From an optimization exercise on the open Yosys and OpenROAD flow, aimed at small area and a short achievable clock period; shortcuts taken in it are not production practice. Function was not checked in any run shown here: the RTL went through the layout flow alone. No activity file was given, so power comes from the tool's default toggle rates.

### flow/config.mk
export PLATFORM = sky130hd
export DESIGN_NAME = stepper_seq
export DESIGN_NICKNAME = stepper_seq
export VERILOG_FILES = /design/flow/design.v
export SDC_FILE = /design/flow/constraint.sdc
export NUM_CORES = 4
export LEC_CHECK = 0
export ABC_AREA = 1
export CAP_MARGIN = 40
export CORE_MARGIN = 2
export CORE_UTILIZATION = 65
export CTS_BUF_LIST = sky130_fd_sc_hd__clkbuf_4 sky130_fd_sc_hd__clkbuf_8
export PLACE_DENSITY = 0.75
export SLEW_MARGIN = 60
### flow/constraint.sdc
create_clock -name core_clock -period 65.0 [get_ports {clk}]
set_input_delay 13.0000 -clock core_clock [delete_from_list [all_inputs] [get_ports {clk}]]
set_output_delay 13.0000 -clock core_clock [all_outputs]
set_load 0.01 [all_outputs]
### flow/design.v
module hi_step #(
    parameter LO = 13
) (
    input  wire [31:LO] now_hi,
    input  wire [31:LO] prev_hi,
    output wire         eq0,
    output wire         eqp,      
    output wire         eqm       
);
    localparam W = 32 - LO;
    wire [W-1:0] x = now_hi ^ prev_hi;
    wire [W-1:0] ones, zeros;       
    genvar i;
    generate for (i = 0; i < W; i = i + 1) begin : g_pre
        if (i == 0) begin : g0
            assign ones[i]  = 1'b1;
            assign zeros[i] = 1'b1;
        end else begin : gi
            assign ones[i]  = &prev_hi[LO+i-1:LO];
            assign zeros[i] = ~|prev_hi[LO+i-1:LO];
        end
    end endgenerate
    assign eq0 = ~|x;
    assign eqp = ~|(x ^ ones);
    assign eqm = ~|(x ^ zeros);
endmodule
module hi_step_ext (
    input  wire [5:0] now_mid,
    input  wire [5:0] prev_mid,
    input  wire       hi_eq0, hi_eqp, hi_eqm,
    output wire       eq0, eqp, eqm
);
    wire [5:0] x = now_mid ^ prev_mid;
    wire [5:0] ones, zeros;
    genvar i;
    generate for (i = 0; i < 6; i = i + 1) begin : g_pre
        if (i == 0) begin : g0
            assign ones[i]  = 1'b1;
            assign zeros[i] = 1'b1;
        end else begin : gi
            assign ones[i]  = &prev_mid[i-1:0];
            assign zeros[i] = ~|prev_mid[i-1:0];
        end
    end endgenerate
    wire top = &prev_mid;
    wire bot = ~|prev_mid;
    assign eq0 = hi_eq0 & ~|x;
    assign eqp = ~|(x ^ ones) & (top ? hi_eqp : hi_eq0);
    assign eqm = ~|(x ^ zeros) & (bot ? hi_eqm : hi_eq0);
endmodule
module lo_diff #(
    parameter LO = 13
) (
    input  wire [LO-1:0] now_lo,
    input  wire [LO-1:0] nlast_lo,    
    input  wire          dh,
    input  wire          eq0, eqp, eqm,
    output wire [LO-1:0] y,
    output wire          b,           
    output wire          in_win       
);
    wire [LO-1:0] g0 = now_lo & nlast_lo;     
    wire [LO-1:0] p0 = now_lo ^ nlast_lo;     
    reg  [LO-1:0] G, P;
    integer lvl, j;
    always @(*) begin
        G = g0; P = p0;
        for (lvl = 1; lvl < LO; lvl = lvl * 2)
            for (j = LO - 1; j >= 0; j = j - 1)
                if ((j / lvl) % 2 == 1) begin
                    G[j] = G[j] | (P[j] & G[(j / lvl) * lvl - 1]);
                    P[j] = P[j] & P[(j / lvl) * lvl - 1];
                end
    end
    wire [LO:0] c = {G | P, 1'b1};
    assign y = p0 ^ c[LO-1:0];
    assign b = ~c[LO];
    assign in_win = (b == dh) ? eq0 : b ? eqp : eqm;
endmodule
module stepper_channel (
    input  wire        clk,
    input  wire [12:0] now_lo,
    input  wire        eq0, eqp, eqm,  
    input  wire [1:0]  mcode,          
    input  wire        load,           
    output wire        due             
);
    reg [12:0] nlast_lo;    
    reg        dh;
    wire [12:0] y;
    wire        b, in_win;
    lo_diff #(.LO(13)) u_d (.now_lo(now_lo), .nlast_lo(nlast_lo), .dh(dh),
                            .eq0(eq0), .eqp(eqp), .eqm(eqm),
                            .y(y), .b(b), .in_win(in_win));
    wire lt5000 = in_win & (y < 13'd5000);
    wire lt2000 = in_win & (y < 13'd2000);
    wire lt1250 = in_win & (y < 13'd1250);
    assign due = ~(mcode[1] ? lt1250 : mcode[0] ? lt2000 : lt5000);
    always @(posedge clk) begin
        if (load) nlast_lo <= ~now_lo;
        dh <= ~load & b;
    end
endmodule
module stepper_seq (
    input  wire        clk,
    input  wire        rst,           
    input  wire [31:0] now,           
    input  wire        rx_valid,      
    input  wire [7:0]  rx_byte,
    output wire [7:0]  dig,           
    output wire        ev_valid,      
    output wire [3:0]  ev_code,       
    output wire [2:0]  st_phase0,
    output wire [15:0] st_rate0,
    output wire        st_en0,
    output wire        st_moving0,
    output wire [31:0] st_pos0,
    output wire [2:0]  st_phase1,
    output wire [15:0] st_rate1,
    output wire        st_en1,
    output wire [3:0]  st_preset
);
    localparam [31:0] TIMEOUT = 32'd500000;
    reg  [1:0]  preset;         
    reg         wd_watch;       
    reg  [18:0] wd_nlast_lo;    
    reg         wd_dh;          
    reg  [31:13] now_prev;      
    reg         evv, evq;       
    reg         en0, s0, mv0, hm0, sp0, ls0, cp0;
    reg  [1:0]  m0;
    reg  [3:0]  rem0;
    reg  [31:0] q0;
    reg         en1, s1, ls1;
    reg  [1:0]  m1;
    reg  [1:0]  q1;
    wire [32:0] pc;
    wire [31:0] pos;
    assign pc[0] = ls0;
    genvar gi;
    generate for (gi = 0; gi < 32; gi = gi + 1) begin : g_pos
        assign pos[gi]  = q0[gi] ^ pc[gi];
        assign pc[gi+1] = pc[gi] & (q0[gi] ^ s0);
    end endgenerate
    wire [1:0]  ph1 = q1 + {ls1 & s1, ls1};
    wire [7:0] b = rx_byte;
    wire is_fwd   = rx_valid && (b == 8'h77 || b == 8'h57);             
    wire is_rev   = rx_valid && (b == 8'h73 || b == 8'h53);             
    wire is_left  = rx_valid && (b == 8'h61 || b == 8'h41);             
    wire is_right = rx_valid && (b == 8'h64 || b == 8'h44);             
    wire is_stop  = rx_valid && (b == 8'h78 || b == 8'h58 || b == 8'h20);  
    wire is_pre   = rx_valid && (b >= 8'h31 && b <= 8'h33);             
    wire is_query = rx_valid && (b == 8'h3F);                           
    wire is_jogf  = rx_valid && (b == 8'h2B);                           
    wire is_jogr  = rx_valid && (b == 8'h2D);                           
    wire is_home  = rx_valid && (b == 8'h68 || b == 8'h48);             
    wire drive     = is_fwd | is_rev | is_left | is_right;
    wire set_rate  = drive | is_stop;
    wire jog       = is_jogf | is_jogr;
    wire valid_dir = set_rate | is_pre | is_query | jog | is_home;
    wire        c_eq0, c_eqp, c_eqm, w_eq0, w_eqp, w_eqm;
    hi_step #(.LO(19)) u_hw (.now_hi(now[31:19]), .prev_hi(now_prev[31:19]),
                             .eq0(w_eq0), .eqp(w_eqp), .eqm(w_eqm));
    hi_step_ext u_hc (.now_mid(now[18:13]), .prev_mid(now_prev[18:13]),
                      .hi_eq0(w_eq0), .hi_eqp(w_eqp), .hi_eqm(w_eqm),
                      .eq0(c_eq0), .eqp(c_eqp), .eqm(c_eqm));
    wire [18:0] wd_y;
    wire        wd_b, wd_in;
    lo_diff #(.LO(19)) u_wd (.now_lo(now[18:0]), .nlast_lo(wd_nlast_lo), .dh(wd_dh),
                             .eq0(w_eq0), .eqp(w_eqp), .eqm(w_eqm),
                             .y(wd_y), .b(wd_b), .in_win(wd_in));
    wire        wd_trip = wd_watch & ~valid_dir & ~(wd_in & (wd_y <= TIMEOUT[18:0]));
    wire pos_zero = (pos == 32'd0);
    wire pos_ones = (pos == 32'hFFFFFFFF);
    wire pos_min  = (pos == 32'h80000000);
    wire mv_start = jog | (is_home & ~pos_zero);      
    wire mv_stop  = is_home & pos_zero;               
    wire       en0_d = set_rate ? drive : mv_start ? 1'b1 : mv_stop ? 1'b0 : en0;
    wire       s0_d  = set_rate ? (is_rev | is_left) :
                       mv_start ? (jog ? is_jogr : ~pos[31]) : s0;
    wire [1:0] m0_d  = set_rate ? preset : mv_start ? 2'd1 : m0;
    wire       mv0_d = mv_start | (mv0 & ~set_rate & ~mv_stop);
    wire       new0  = ~en0 & (drive | mv_start);     
    wire at_tgt0 = mv0 & ~set_rate & ~is_home & ~jog &
                   (hm0 ? (sp0 ? pos_ones : pos_zero) : (rem0 == 4'd0));
    wire       en1_d = set_rate ? drive : en1;
    wire       s1_d  = set_rate ? (is_rev | is_right) : s1;
    wire [1:0] m1_d  = set_rate ? preset : m1;
    wire       new1  = ~en1 & drive;
    wire due0, due1;
    wire tick0 = en0_d & ~new0 & due0;
    wire tick1 = en1_d & ~new1 & due1;
    wire done0 = tick0 & at_tgt0;
    wire adv0  = tick0 & ~at_tgt0;
    wire step0 = adv0 & ~wd_trip;
    wire step1 = tick1 & ~wd_trip;
    stepper_channel u_t0 (.clk(clk), .now_lo(now[12:0]),
                          .eq0(c_eq0), .eqp(c_eqp), .eqm(c_eqm), .mcode(m0_d),
                          .load(~en0 | due0), .due(due0));
    stepper_channel u_t1 (.clk(clk), .now_lo(now[12:0]),
                          .eq0(c_eq0), .eqp(c_eqp), .eqm(c_eqm), .mcode(m1_d),
                          .load(~en1 | due1), .due(due1));
    wire [3:0] rem0_b = jog ? 4'd10 : rem0;
    always @(posedge clk) begin
        if (rst) begin
            preset   <= 2'd0;
            wd_watch <= 1'b0;
            evv      <= 1'b0;
            en0      <= 1'b0;
            mv0      <= 1'b0;
            ls0      <= 1'b0;
            q0       <= 32'd0;
            en1      <= 1'b0;
            ls1      <= 1'b0;
            q1       <= 2'd0;
        end else begin
            if (is_pre)
                preset <= {b[1] & b[0], b[1] & ~b[0]};
            wd_watch <= valid_dir | (wd_watch & ~wd_trip);
            evv      <= is_query | wd_trip;
            en0      <= en0_d & ~wd_trip & ~done0;
            mv0      <= mv0_d & ~wd_trip & ~done0;
            ls0      <= step0;
            q0       <= pos;
            en1      <= en1_d & ~wd_trip;
            ls1      <= step1;
            q1       <= ph1;
        end
        now_prev <= now[31:13];
        if (valid_dir)
            wd_nlast_lo <= ~now[18:0];
        wd_dh <= ~valid_dir & wd_b;
        evq  <= is_query;
        cp0  <= done0;
        s0   <= s0_d;
        m0   <= m0_d;
        s1   <= s1_d;
        m1   <= m1_d;
        if (mv_start) begin
            hm0 <= is_home;
            sp0 <= pos_min;
        end
        rem0 <= adv0 ? rem0_b - 4'd1 : rem0_b;
    end
    reg [3:0] pat0;
    always @(*) begin
        case (pos[2:0])
            3'd0: pat0 = 4'h1;
            3'd1: pat0 = 4'h3;
            3'd2: pat0 = 4'h2;
            3'd3: pat0 = 4'h6;
            3'd4: pat0 = 4'h4;
            3'd5: pat0 = 4'hC;
            3'd6: pat0 = 4'h8;
            default: pat0 = 4'h9;
        endcase
    end
    wire [3:0] pat1 = 4'h1 << ph1;
    assign dig = {en1 ? pat1 : 4'h0, en0 ? pat0 : 4'h0};
    assign ev_valid = evv;
    assign ev_code  = {1'b0, evq, ~evq, ~evq};
    function [15:0] rate_val(input en, input s, input [1:0] m);
        reg [15:0] mag;
        begin
            mag = m[1] ? 16'd800 : m[0] ? 16'd500 : 16'd200;
            rate_val = ~en ? 16'd0 : s ? (~mag + 16'd1) : mag;
        end
    endfunction
    assign st_pos0    = q0;
    assign st_phase0  = q0[2:0];
    assign st_en0     = en0 | cp0;
    assign st_moving0 = mv0 | cp0;
    assign st_rate0   = rate_val(en0 | cp0, s0, m0);
    assign st_phase1  = {1'b0, q1};
    assign st_en1     = en1;
    assign st_rate1   = rate_val(en1, s1, m1);
    assign st_preset  = {2'b00, preset};
endmodule
### flow/flow/run.sh
#!/bin/bash
# The standard layout, with two changes to how it is made:
# - the port buffers are the smallest buffer cell (buffer_ports otherwise
#   picks sky130_fd_sc_hd__clkdlybuf4s50_1);
# - clock tree synthesis adds no dummy loads to balance the tree.
set -euo pipefail
export BUFFER_PORTS_ARGS="-buffer_cell sky130_fd_sc_hd__buf_1"
export CTS_ARGS="-sink_clustering_enable -repair_clock_nets -dont_use_dummy_load -buf_list sky130_fd_sc_hd__clkbuf_4"
bash standard.sh > standard.log 2>&1
### flow/standard.sh
#!/bin/bash
# synth_recipe.tcl (not shown) runs the flow's synth.tcl, then flattens the netlist and writes it again
# the make line also repeats each setting of config.mk as NAME=value (left out here)
make -C /OpenROAD-flow-scripts/flow DESIGN_CONFIG=/design/flow/config.mk WORK_HOME=/design/flow/orfs CLKGATE_MAP_FILE= SYNTH_SCRIPT=/design/flow/synth_recipe.tcl "${@:-finish}"
==> key figures, run 1 <==
Logic synthesis
  • Fraction of the mapped netlist area in simple logic gates: 33.02%
  • Post-synthesis sequential area ratio: about a third
  • Total number of yosys warnings: 4
  • Top-count cell post-synth: nand2_1
  • XOR/XNOR share of the synthesized area: 5.979%
  • Share of synthesized cell area in full adder, half adder and majority cells: under 10%
  • Syn avg cell area: roughly 7.1 um2
  • Number of standard cells after synthesis: between 1000 and 1500
  • List of most frequent post-synthesis cells: 265 x nand2_1, 213 x inv_1, 159 x nor2_1
  • Count of distinct cell types in the synthesized netlist: 55
  • Prevailing post-synth register cell: dfxtp_1
  • Compound-gate portion of the synthesized area: between 8 and 9%
  • Library cell with the largest summed area after synthesis: dfxtp_1
  • Top cell type's share of synthesized area: 16.84%
  • Count of flip-flops with a built-in enable after synthesis: between 40 and 50
  • Async S/R FF share, synth: 0%
  • Proportion of synthesized area in mux cells: 0%
  • Post-Syn Area: around 8900 um2
  • Combinational family with the most area after synthesis: simple AND/OR/NAND/NOR gates
  • Post-synthesis sequential element count: around 120
  • Ranking of synthesized cells by area: dfxtp_1 17%, edfxtp_1 17%, nand2_1 11%

Power and ir drop
  • Leakage: approximately 4.5 nW
  • Total power consumption of the routed design: 0.1634 mW
  • VDD IR max: 0.01963 mV
  • Pwr Density: between 15 and 20 nW/um2

Setup path
  • Path type of the worst setup path: input pin to flip-flop
  • Worst setup path start: now[0]
  • Cell family with the largest share of critical-path delay: simple AND/OR/NAND/NOR gates
  • Critical path data required time: ~65 ns
  • Library cell contributing the largest single delay on the critical path: ha_1
  • Destination of the critical timing path: u_t1.nlast_lo[0]$_DFFE_PP_
  • Start of the worst register-to-register path: s0$_DFFE_PP_
  • Number of gates on the worst path with buffers counted: 27
  • Endpoint arrival time on the critical path: 16.00 ns
  • Crit-path max FO: 8
  • Most used cell along the critical path: nand2_1
  • Reg-to-reg setup timing slack: 60.58 ns
  • CP Buf/Inv Count: 4
  • Startpoint Class: input pin
  • Reg-to-reg endpoint: u_t0.nlast_lo[0]$_DFFE_PP_
  • Maximum cell stage delay along the critical path: 0.31 ns
  • Cell depth of the worst flop-to-flop path: 21
  • Category of the worst setup path capture point: flip-flop

Drt
  • Iteration-0 DRC count of the detailed router: 523
  • Wire length per cell: 12.26 um
  • DR vias: 8151
  • Post-Route WL: around 19000 um
  • Total DRC errors in the routed layout: 0
  • Detailed-router iteration count before antenna repair: 5
  • Vias per cell: roughly 5.3
  • ANT nets after route: 0

Layout
  • Diode insertion count for antenna repair: 0
  • Synth-to-layout area growth: 7.495%
  • Fraction of final layout cells sized beyond drive strength 1: 6.277%
  • Final design instance area without fill: 9583 um2
  • Total Nets Final: roughly 1500
  • Final standard cell utilization of the core: 72.08%
  • Fill cells: 1163

Floorplan
  • Die footprint: 14670 um2
  • Top-level port count: approximately 130
  • Die extent in x: roughly 120 um
  • Initial Utilization: 67.05%
  • Height of the chip: 121.1 um
  • Core box area: about 13000 um2
  • Row count: 42

CTS
  • Count of instances resized after the clock tree is built: 0
  • Number of H-tree branching levels: 4
  • Worst-case clock buffer depth: 2
  • Clock-pin slew on the worst setup and hold paths: roughly 0.07 ns
  • Clock insertion delay at the later pin of the skew report: between 0.5 and 0.6 ns
  • Post-CTS Hold Fix Bufs: 0
  • CTS tree: yes
  • Clock sink total: roughly 120
  • Post-CTS setup-driven buffer insertion count: 0
  • TritonCTS Buffers: 17
  • CTS root buffer: clkbuf_4

Place
  • Final HPWL DP: around 15000 um
  • IO Port Bufs: 124
  • GPL Wtd Cong: 0.8785
  • Cell area after placement: around 9400 um2

GRT
  • Largest net degree at the start of global routing: just over 40
  • Wire length of the first global-routing pass: around 32000 um
  • Remaining Overflow, GRT: 0
  • Number of global-route vias before repair: 7185
  • Overall Global Routing Usage: 26.94%
  • Initial antenna violation count: 0

STA
  • Min Clock Period, post-route: 15.78 ns
  • Sum of negative setup slack: 0 ns
  • Fraction of the cycle the final worst path needs: approximately a quarter
  • Final hold violations: 0
  • RSZ-0062 raised after global routing: no
  • Peak clock frequency supported by timing: 63.37 MHz
  • Worst slew margin: 61.53%
  • Slew Viols, Final: 0
  • Final setup violation count: 0
  • Worst Clk Skew: 0.03600 ns
  • Worst Tran Pin Value: 0.5749 ns

Job
  • Max-Cap Viols: 0

Hold path
  • Worst hold-check path type: flip-flop to flip-flop
  • Hold path startpoint: wd_watch$_SDFF_PP0_

Status
  • Run status: complete, no violations
metal layers:
layer | global-route usage, % | vias to the layer above | part of all wire, %
met5 | 0 | - | 0
met4 | 8.140 | 0 | 2.1
met3 | 6.250 | 34 | 5.6
met2 | 44.70 | 236 | 45
met1 | 34.97 | 3618 | 47
li1 | - | 4263 | -
sequential cells by signal, indices dropped and copies added, names as in the netlist, 2 cells and up:
register       count
preset             2
q0                32
wd_nlast_lo       19
q1                 2
m1                 2
m0                 2
now_prev          19
u_t1.nlast_lo     13
rem0               4
u_t0.nlast_lo     13
cells by family after synthesis:
logic type,count (synthesis)
AO/OA/AOI/OAI,130
XOR/XNOR,60
adder cells (fa/ha/maj),51
buffers and inverters,248
flip-flops,124
other,1
AND/OR/NAND/NOR,637
worst min path at each step:
stage	endpoint	slack, ns	depth (start not counted)
floorplan	wd_watch$_SDFF_PP0_	0.44	2
global placement	wd_watch$_SDFF_PP0_	0.45	2
detailed placement	wd_watch$_SDFF_PP0_	0.47	2
CTS	wd_watch$_SDFF_PP0_	0.49	2
global route	wd_watch$_SDFF_PP0_	0.52	2
finish	wd_watch$_SDFF_PP0_	0.48	2
area by class of cell:
type	instances	area [um2]	share of cell area [%]
Multi-Input combinational cell	886	4955	51.70
Sequential cell	124	2973	31.02
Inverter	215	809.5	8.448
Timing Repair Buffer	128	498.0	5.197
Tap cell	176	220.2	2.298
Clock buffer	17	127.6	1.332
stage by stage:
step                      hold WS (ns)  setup WS (ns)  cells
after floorplan                 0.4393          49.09   1258
after CTS                       0.4851          49.25   1546
after global routing            0.5209          48.77   1546
after global placement          0.4506          48.53   1525
final                           0.4750          49.22   1546
after detailed placement        0.4736          48.70   1529
tightest hold or removal path, cell delays in order (launching register included):
cell     delay [ns]
dfxtp_1        0.32
nand2_1        0.06
a21oi_1        0.05
cells in the final DEF (no fill, tap or decap), types with 13 or more instances in the layout:
master and instances:
nor2_1 159, nand4_1 28, nand2_1 265, nand3_1 75, buf_1 123, xor2_1 43, or2_2 13, ha_1 51
xnor2_1 16, o21ai_0 43, edfxtp_1 49, dfxtp_1 75, a21oi_1 42, inv_1 212, nor3_1 35, clkbuf_4 18
report_power, final:
part | switching, mW | internal [mW]
Clock | 0.0241 | 0.0119
Sequential | 0.00247 | 0.0848
Combinational | 0.0253 | 0.0149
Total | 0.0519 | 0.112
==> inputs of run 2 (changes only) <==
--- a/flow/design.v
+++ b/flow/design.v
@@ -52,15 +52,16 @@
     parameter LO = 13
 ) (
     input  wire [LO-1:0] now_lo,
-    input  wire [LO-1:0] nlast_lo,    
+    input  wire [LO-1:0] last_lo,
     input  wire          dh,
     input  wire          eq0, eqp, eqm,
     output wire [LO-1:0] y,
-    output wire          b,           
-    output wire          in_win       
-);
-    wire [LO-1:0] g0 = now_lo & nlast_lo;     
-    wire [LO-1:0] p0 = now_lo ^ nlast_lo;     
+    output wire          b,         
+    output wire          in_win     
+);
+    wire [LO-1:0] nn = ~now_lo;
+    wire [LO-1:0] g0 = last_lo & nn;
+    wire [LO-1:0] p0 = last_lo ^ nn;
     reg  [LO-1:0] G, P;
     integer lvl, j;
     always @(*) begin
@@ -72,9 +73,9 @@
                     P[j] = P[j] & P[(j / lvl) * lvl - 1];
                 end
     end
-    wire [LO:0] c = {G | P, 1'b1};
-    assign y = p0 ^ c[LO-1:0];
-    assign b = ~c[LO];
+    wire [LO:0] c = {G, 1'b0};           
+    assign y = ~(p0 ^ c[LO-1:0]);
+    assign b = c[LO];
     assign in_win = (b == dh) ? eq0 : b ? eqp : eqm;
 endmodule
 module stepper_channel (
@@ -85,19 +86,19 @@
     input  wire        load,           
     output wire        due             
 );
-    reg [12:0] nlast_lo;    
+    reg [12:0] last_lo;
     reg        dh;
     wire [12:0] y;
     wire        b, in_win;
-    lo_diff #(.LO(13)) u_d (.now_lo(now_lo), .nlast_lo(nlast_lo), .dh(dh),
+    lo_diff #(.LO(13)) u_d (.now_lo(now_lo), .last_lo(last_lo), .dh(dh),
                             .eq0(eq0), .eqp(eqp), .eqm(eqm),
                             .y(y), .b(b), .in_win(in_win));
     wire lt5000 = in_win & (y < 13'd5000);
     wire lt2000 = in_win & (y < 13'd2000);
     wire lt1250 = in_win & (y < 13'd1250);
-    assign due = ~(mcode[1] ? lt1250 : mcode[0] ? lt2000 : lt5000);
+    assign due = ~(mcode[1] ? (mcode[0] ? lt1250 : lt2000) : lt5000);
     always @(posedge clk) begin
-        if (load) nlast_lo <= ~now_lo;
+        if (load) last_lo <= now_lo;
         dh <= ~load & b;
     end
 endmodule
@@ -123,15 +124,15 @@
     localparam [31:0] TIMEOUT = 32'd500000;
     reg  [1:0]  preset;         
     reg         wd_watch;       
-    reg  [18:0] wd_nlast_lo;    
+    reg  [18:0] wd_last_lo;     
     reg         wd_dh;          
     reg  [31:13] now_prev;      
     reg         evv, evq;       
-    reg         en0, s0, mv0, hm0, sp0, ls0, cp0;
+    reg         s0, mv0, ls0, cp0;
     reg  [1:0]  m0;
     reg  [3:0]  rem0;
     reg  [31:0] q0;
-    reg         en1, s1, ls1;
+    reg         s1, ls1;
     reg  [1:0]  m1;
     reg  [1:0]  q1;
     wire [32:0] pc;
@@ -143,6 +144,8 @@
         assign pc[gi+1] = pc[gi] & (q0[gi] ^ s0);
     end endgenerate
     wire [1:0]  ph1 = q1 + {ls1 & s1, ls1};
+    wire        en0 = |m0;
+    wire        en1 = |m1;
     wire [7:0] b = rx_byte;
     wire is_fwd   = rx_valid && (b == 8'h77 || b == 8'h57);             
     wire is_rev   = rx_valid && (b == 8'h73 || b == 8'h53);             
@@ -166,7 +169,7 @@
                       .eq0(c_eq0), .eqp(c_eqp), .eqm(c_eqm));
     wire [18:0] wd_y;
     wire        wd_b, wd_in;
-    lo_diff #(.LO(19)) u_wd (.now_lo(now[18:0]), .nlast_lo(wd_nlast_lo), .dh(wd_dh),
+    lo_diff #(.LO(19)) u_wd (.now_lo(now[18:0]), .last_lo(wd_last_lo), .dh(wd_dh),
                              .eq0(w_eq0), .eqp(w_eqp), .eqm(w_eqm),
                              .y(wd_y), .b(wd_b), .in_win(wd_in));
     wire        wd_trip = wd_watch & ~valid_dir & ~(wd_in & (wd_y <= TIMEOUT[18:0]));
@@ -175,17 +178,19 @@
     wire pos_min  = (pos == 32'h80000000);
     wire mv_start = jog | (is_home & ~pos_zero);      
     wire mv_stop  = is_home & pos_zero;               
-    wire       en0_d = set_rate ? drive : mv_start ? 1'b1 : mv_stop ? 1'b0 : en0;
     wire       s0_d  = set_rate ? (is_rev | is_left) :
                        mv_start ? (jog ? is_jogr : ~pos[31]) : s0;
-    wire [1:0] m0_d  = set_rate ? preset : mv_start ? 2'd1 : m0;
+    wire [1:0] m0_d  = set_rate ? (drive ? preset : 2'd0) :
+                       mv_start ? 2'd2 : mv_stop ? 2'd0 : m0;
+    wire       en0_d = |m0_d;
     wire       mv0_d = mv_start | (mv0 & ~set_rate & ~mv_stop);
     wire       new0  = ~en0 & (drive | mv_start);     
+    wire home0   = &rem0[3:1];
     wire at_tgt0 = mv0 & ~set_rate & ~is_home & ~jog &
-                   (hm0 ? (sp0 ? pos_ones : pos_zero) : (rem0 == 4'd0));
-    wire       en1_d = set_rate ? drive : en1;
+                   (home0 ? (rem0[0] ? pos_zero : pos_ones) : (rem0 == 4'd0));
     wire       s1_d  = set_rate ? (is_rev | is_right) : s1;
-    wire [1:0] m1_d  = set_rate ? preset : m1;
+    wire [1:0] m1_d  = set_rate ? (drive ? preset : 2'd0) : m1;
+    wire       en1_d = |m1_d;
     wire       new1  = ~en1 & drive;
     wire due0, due1;
     wire tick0 = en0_d & ~new0 & due0;
@@ -200,47 +205,43 @@
     stepper_channel u_t1 (.clk(clk), .now_lo(now[12:0]),
                           .eq0(c_eq0), .eqp(c_eqp), .eqm(c_eqm), .mcode(m1_d),
                           .load(~en1 | due1), .due(due1));
-    wire [3:0] rem0_b = jog ? 4'd10 : rem0;
     always @(posedge clk) begin
         if (rst) begin
-            preset   <= 2'd0;
+            preset   <= 2'd1;
             wd_watch <= 1'b0;
             evv      <= 1'b0;
-            en0      <= 1'b0;
+            m0       <= 2'd0;
             mv0      <= 1'b0;
             ls0      <= 1'b0;
             q0       <= 32'd0;
-            en1      <= 1'b0;
+            m1       <= 2'd0;
             ls1      <= 1'b0;
             q1       <= 2'd0;
         end else begin
             if (is_pre)
-                preset <= {b[1] & b[0], b[1] & ~b[0]};
+                preset <= b[1:0];
             wd_watch <= valid_dir | (wd_watch & ~wd_trip);
             evv      <= is_query | wd_trip;
-            en0      <= en0_d & ~wd_trip & ~done0;
+            m0       <= (wd_trip | done0) ? 2'd0 : m0_d;
             mv0      <= mv0_d & ~wd_trip & ~done0;
             ls0      <= step0;
             q0       <= pos;
-            en1      <= en1_d & ~wd_trip;
+            m1       <= wd_trip ? 2'd0 : m1_d;
             ls1      <= step1;
             q1       <= ph1;
         end
         now_prev <= now[31:13];
         if (valid_dir)
-            wd_nlast_lo <= ~now[18:0];
+            wd_last_lo <= now[18:0];
         wd_dh <= ~valid_dir & wd_b;
         evq  <= is_query;
         cp0  <= done0;
         s0   <= s0_d;
-        m0   <= m0_d;
         s1   <= s1_d;
-        m1   <= m1_d;
-        if (mv_start) begin
-            hm0 <= is_home;
-            sp0 <= pos_min;
-        end
-        rem0 <= adv0 ? rem0_b - 4'd1 : rem0_b;
+        if (mv_start)
+            rem0 <= jog ? (adv0 ? 4'd9 : 4'd10) : {3'b111, ~pos_min};
+        else if (adv0 & ~home0)
+            rem0 <= rem0 - 4'd1;
     end
     reg [3:0] pat0;
     always @(*) begin
@@ -259,20 +260,21 @@
     assign dig = {en1 ? pat1 : 4'h0, en0 ? pat0 : 4'h0};
     assign ev_valid = evv;
     assign ev_code  = {1'b0, evq, ~evq, ~evq};
-    function [15:0] rate_val(input en, input s, input [1:0] m);
+    function [15:0] rate_val(input s, input [1:0] m);
         reg [15:0] mag;
         begin
-            mag = m[1] ? 16'd800 : m[0] ? 16'd500 : 16'd200;
-            rate_val = ~en ? 16'd0 : s ? (~mag + 16'd1) : mag;
+            mag = (m == 2'd3) ? 16'd800 : (m == 2'd2) ? 16'd500 :
+                  (m == 2'd1) ? 16'd200 : 16'd0;
+            rate_val = s ? (~mag + 16'd1) : mag;
         end
     endfunction
     assign st_pos0    = q0;
     assign st_phase0  = q0[2:0];
     assign st_en0     = en0 | cp0;
     assign st_moving0 = mv0 | cp0;
-    assign st_rate0   = rate_val(en0 | cp0, s0, m0);
+    assign st_rate0   = rate_val(s0, cp0 ? 2'd2 : m0);
     assign st_phase1  = {1'b0, q1};
     assign st_en1     = en1;
-    assign st_rate1   = rate_val(en1, s1, m1);
-    assign st_preset  = {2'b00, preset};
-endmodule
+    assign st_rate1   = rate_val(s1, m1);
+    assign st_preset  = {2'b00, preset - 2'd1};
+endmodule
==> run 2 against run 1 <==
Largest cell class unchanged. Cell area shrank 2.4%. Register-to-register slack gained 0.02 ns. Cell count shrank 6.5%. Largest power group unchanged.
==> key figures, run 2 <==
Logic synthesis
  • Post-synthesis sequential area ratio: 33.39% (+0.043 points)
  • Top cell type's share of synthesized area: 17.56% (+0.71 points)
  • Top-count cell post-synth: nand2_1
  • Total number of yosys warnings: 4 (unchanged)
  • Count of distinct cell types in the synthesized netlist: 58 (+5.5%)
  • Number of standard cells after synthesis: 1158 (-7.4%)
  • Async S/R FF share, synth: 0% (unchanged)
  • Count of flip-flops with a built-in enable after synthesis: 51 (+4.1%)
  • Syn avg cell area: 7.533 um2 (+5.7%)
  • Library cell with the largest summed area after synthesis: edfxtp_1
  • Ranking of synthesized cells by area: edfxtp_1 18%, dfxtp_1 16%, nand2_1 11%
  • Post-synthesis sequential element count: 120 (-3.2%)
  • Prevailing post-synth register cell: dfxtp_1
  • List of most frequent post-synthesis cells: 247 x nand2_1, 184 x inv_1, 138 x nor2_1
  • Post-Syn Area: 8723 um2 (-2.1%)

CTS
  • Number of H-tree branching levels: 4 (unchanged)
  • Post-CTS Hold Fix Bufs: 0 (unchanged)
  • Clock insertion delay at the later pin of the skew report: 0.53 ns (-0.03 ns)
  • CTS root buffer: clkbuf_4
  • Clock-pin slew on the worst setup and hold paths: 0.10 ns (+0.03 ns)
  • Count of instances resized after the clock tree is built: 0 (unchanged)
  • Worst-case clock buffer depth: 2 (unchanged)
  • TritonCTS Buffers: 17 (unchanged)
  • Clock sink total: 120 (-3.2%)
  • CTS tree: yes
  • Post-CTS setup-driven buffer insertion count: 0 (unchanged)

Setup path
  • Path type of the worst setup path: input pin to flip-flop
  • Category of the worst setup path capture point: flip-flop
  • Endpoint arrival time on the critical path: 16.68 ns (+0.68 ns)
  • Reg-to-reg setup timing slack: 60.60 ns (+0.02 ns)
  • Startpoint Class: input pin
  • Critical path data required time: 65.17 ns (-0.05 ns)
  • Crit-path max FO: 13 (+5)

GRT
  • Number of global-route vias before repair: 6816 (-5.1%)
  • Initial antenna violation count: 2 (+2)
  • Largest net degree at the start of global routing: 40 (-2.4%)
  • Remaining Overflow, GRT: 0 (unchanged)
  • Overall Global Routing Usage: 26.23% (-0.71 points)
  • Wire length of the first global-routing pass: 30420 um (-4.2%)

Layout
  • Max FFs per register: 32 (unchanged)
  • Sequential cell area: 2913 um2 (-2.0%)
  • Top reg by flops: q0
  • Multi-input logic area: 4896 um2 (-1.2%)
  • Total Nets Final: 1379 (-5.9%)
  • Biggest registers after layout: q0: 32 flops, now_prev: 19 flops, wd_last_lo: 19 flops
  • Most used cells in the layout excluding fill and tap cells: 247 x nand2_1, 183 x inv_1, 138 x nor2_1
  • Fraction of final layout cells sized beyond drive strength 1: 5.989% (-0.29 points)
  • Leading cell type in the layout, fill and taps excluded: nand2_1
  • Synth-to-layout area growth: 7.172%
  • Fill cells: 1191 (+2.4%)
  • Final standard cell utilization of the core: 70.88% (-1.2 points)

Drt
  • Detailed-router iteration count before antenna repair: 5 (unchanged)
  • Wire length per cell: 12.71 um (+3.7%)
  • Total DRC errors in the routed layout: 0 (unchanged)
  • Vias per cell: 5.241 (-0.60%)
  • Post-Route WL: 18390 um (-3.0%)
  • DR vias: 7578 (-7.0%)
  • Iteration-0 DRC count of the detailed router: 489 (-6.5%)
  • ANT nets after route: 0 (unchanged)

STA
  • Final hold violations: 0 (unchanged)
  • Fin Hold WS: 0.4741 ns (-0.0009660 ns)
  • Final setup violation count: 0 (unchanged)
  • Slew Viols, Final: 0 (unchanged)
  • Worst slew margin: 64.18% (+2.7 points)
  • Fraction of the cycle the final worst path needs: 25.41% (+1.1 points)
  • Worst Clk Skew: 0.02862 ns (-0.007371 ns)
  • RSZ-0062 raised after global routing: no
  • Min Clock Period, post-route: 16.52 ns (+0.7361 ns)
  • Worst Tran Pin Value: 0.5332 ns (-0.04174 ns)
  • Sum of negative setup slack: 0 ns (unchanged)
  • Peak clock frequency supported by timing: 60.55 MHz (-4.5%)

Job
  • Max-Cap Viols: 0 (unchanged)

Floorplan
  • Top-level port count: 133 (unchanged)
  • Core box area: 13190 um2 (-0.79%)
  • Height of the chip: 119.8 um (-1.0%)
  • Row count: 42 (unchanged)
  • Die footprint: 14360 um2 (-2.1%)
  • Initial Utilization: 66.14% (-0.92 points)
  • Die extent in x: 119.8 um (-1.0%)

Power and ir drop
  • Leakage: 4.325 nW (-4.6%)
  • Pwr Density: 15.59 nW/um2 (-8.6%)
  • VDD IR max: 0.01641 mV (-16%)
  • Total power consumption of the routed design: 0.1457 mW (-11%)

Place
  • IO Port Bufs: 124 (unchanged)
  • Final HPWL DP: 14490 um (-3.4%)
  • GPL Wtd Cong: 0.9527 (+8.4%)

Hold path
  • Worst hold-check path type: flip-flop to flip-flop

Status
  • Run status: complete, no violations
==> run 2: cell count changes after synthesis, moves of 6 or more <==
cell and delta:
inv_1 -29, dfxtp_1 -6, nor3_1 -8, nand3_1 -13, fa_1 +13, nand2_1 -18
nor2_1 -21, o21ai_0 -10
==> run 2: layout make-up <==
class                           count  area share, %
Clock buffer                       17          1.365
Antenna cell                        1        0.02677
Sequential cell                   120          31.16
Inverter                          188          7.628
Tap cell                          176          2.355
Timing Repair Buffer              125          5.099
Multi-Input combinational cell    819          52.37
==> run 2: routing by layer <==
metal / up-vias / track usage [%] / share of wire (%)
met3: 33 / 4.468 / 3.8
met2: 157 / 44.93 / 48
li1: 3950 / - / -
met4: 0 / 8.162 / 1.8
met5: - / 0 / 0
met1: 3438 / 33.95 / 47
==> run 2: per-stage QoR <==
stage / worst slack, ns / cells / area, um2
2_1_floorplan: 48.90 / 1165 / 8750
3_3_place_gp: 48.01 / 1428 / 9169
3_5_place_dp: 47.93 / 1428 / 9189
4_1_cts: 48.50 / 1445 / 9316
5_1_grt: 48.18 / 1446 / 9349
6_report: 48.48 / 1446 / 9349
==> run 2: worst paths after layout <==
kind / startpoint / end / depth (start not counted)
worst max-delay path: now[2] / u_t1.last_lo[4]$_DFFE_PP_ / 19
worst min-delay path: wd_watch$_SDFF_PP0_ / wd_watch$_SDFF_PP0_ / 2
worst max register to register: s0$_DFFE_PP_ / rem0[0]$_DFFE_PP_ / 24
worst min register to register: wd_watch$_SDFF_PP0_ / wd_watch$_SDFF_PP0_ / 2
==> run 2: power breakdown <==
group | internal (mW) | switching [mW]
combinational | 0.0104 | 0.0179
clock | 0.0119 | 0.0236
sequential | 0.0806 | 0.00132
total | 0.103 | 0.0428
==> run 2: worst max-delay path: stages <==
cell and delay (ns):
buf_1 0.26, inv_1 0.17, ha_1 0.32, nand2_1 0.06, nor2_1 0.04, a211oi_1 0.30, o21ai_0 0.21, a21o_1 0.22
a21oi_1 0.23, fa_1 0.23, xnor2_1 0.09, nor3_1 0.24, o211ai_1 0.12, nand2_1 0.10, a21oi_1 0.06, nor2_1 0.10
nor2_1 0.04, o21ai_0 0.43, or2_2 0.45
==> run 2: cell families (layout without fill, tap and decap cells) <==
kind of cell / after synthesis / in the layout / synth area share, %
buffers and inverters: 226 / 330 / 11.33
other: 1 / 9 / 0.04299
and+or+nand+nor: 568 / 568 / 30.81
adders and majority gates: 65 / 65 / 10.44
DFF: 120 / 120 / 33.39
AOI/OAI and AO/OA: 122 / 122 / 8.362
xor gates and xnor gates: 56 / 56 / 5.622

## port drivers added, routing unchanged
In the flow no input, the clock included, has a driving cell. The finished layouts below were timed again as built, in two steps. Step 1, drivers: a clkbuf_16 drives clk and a buf_2 each remaining input, both assumed. Step 2 also shifts input and output timing later by t, the mid clock arrival at the registers, as if the neighbouring blocks saw the same clock. Slacks: ideal / step 1 / step 2; pairs: ideal / step 1.
run	t (ns)	setup WS [ns]	worst register clock-pin slew, ns	pins driven straight from the clock port
run 1	0.576	49.220 / 49.237 / 48.661	0.11 / 0.11	1
run 2	0.550	48.484 / 48.497 / 47.946	0.11 / 0.11	1
After both steps setup and hold are still met in every run listed. The setup slack of run 1, which loses most, moves by +0.017 ns with the drivers and by -0.559 ns with both steps.
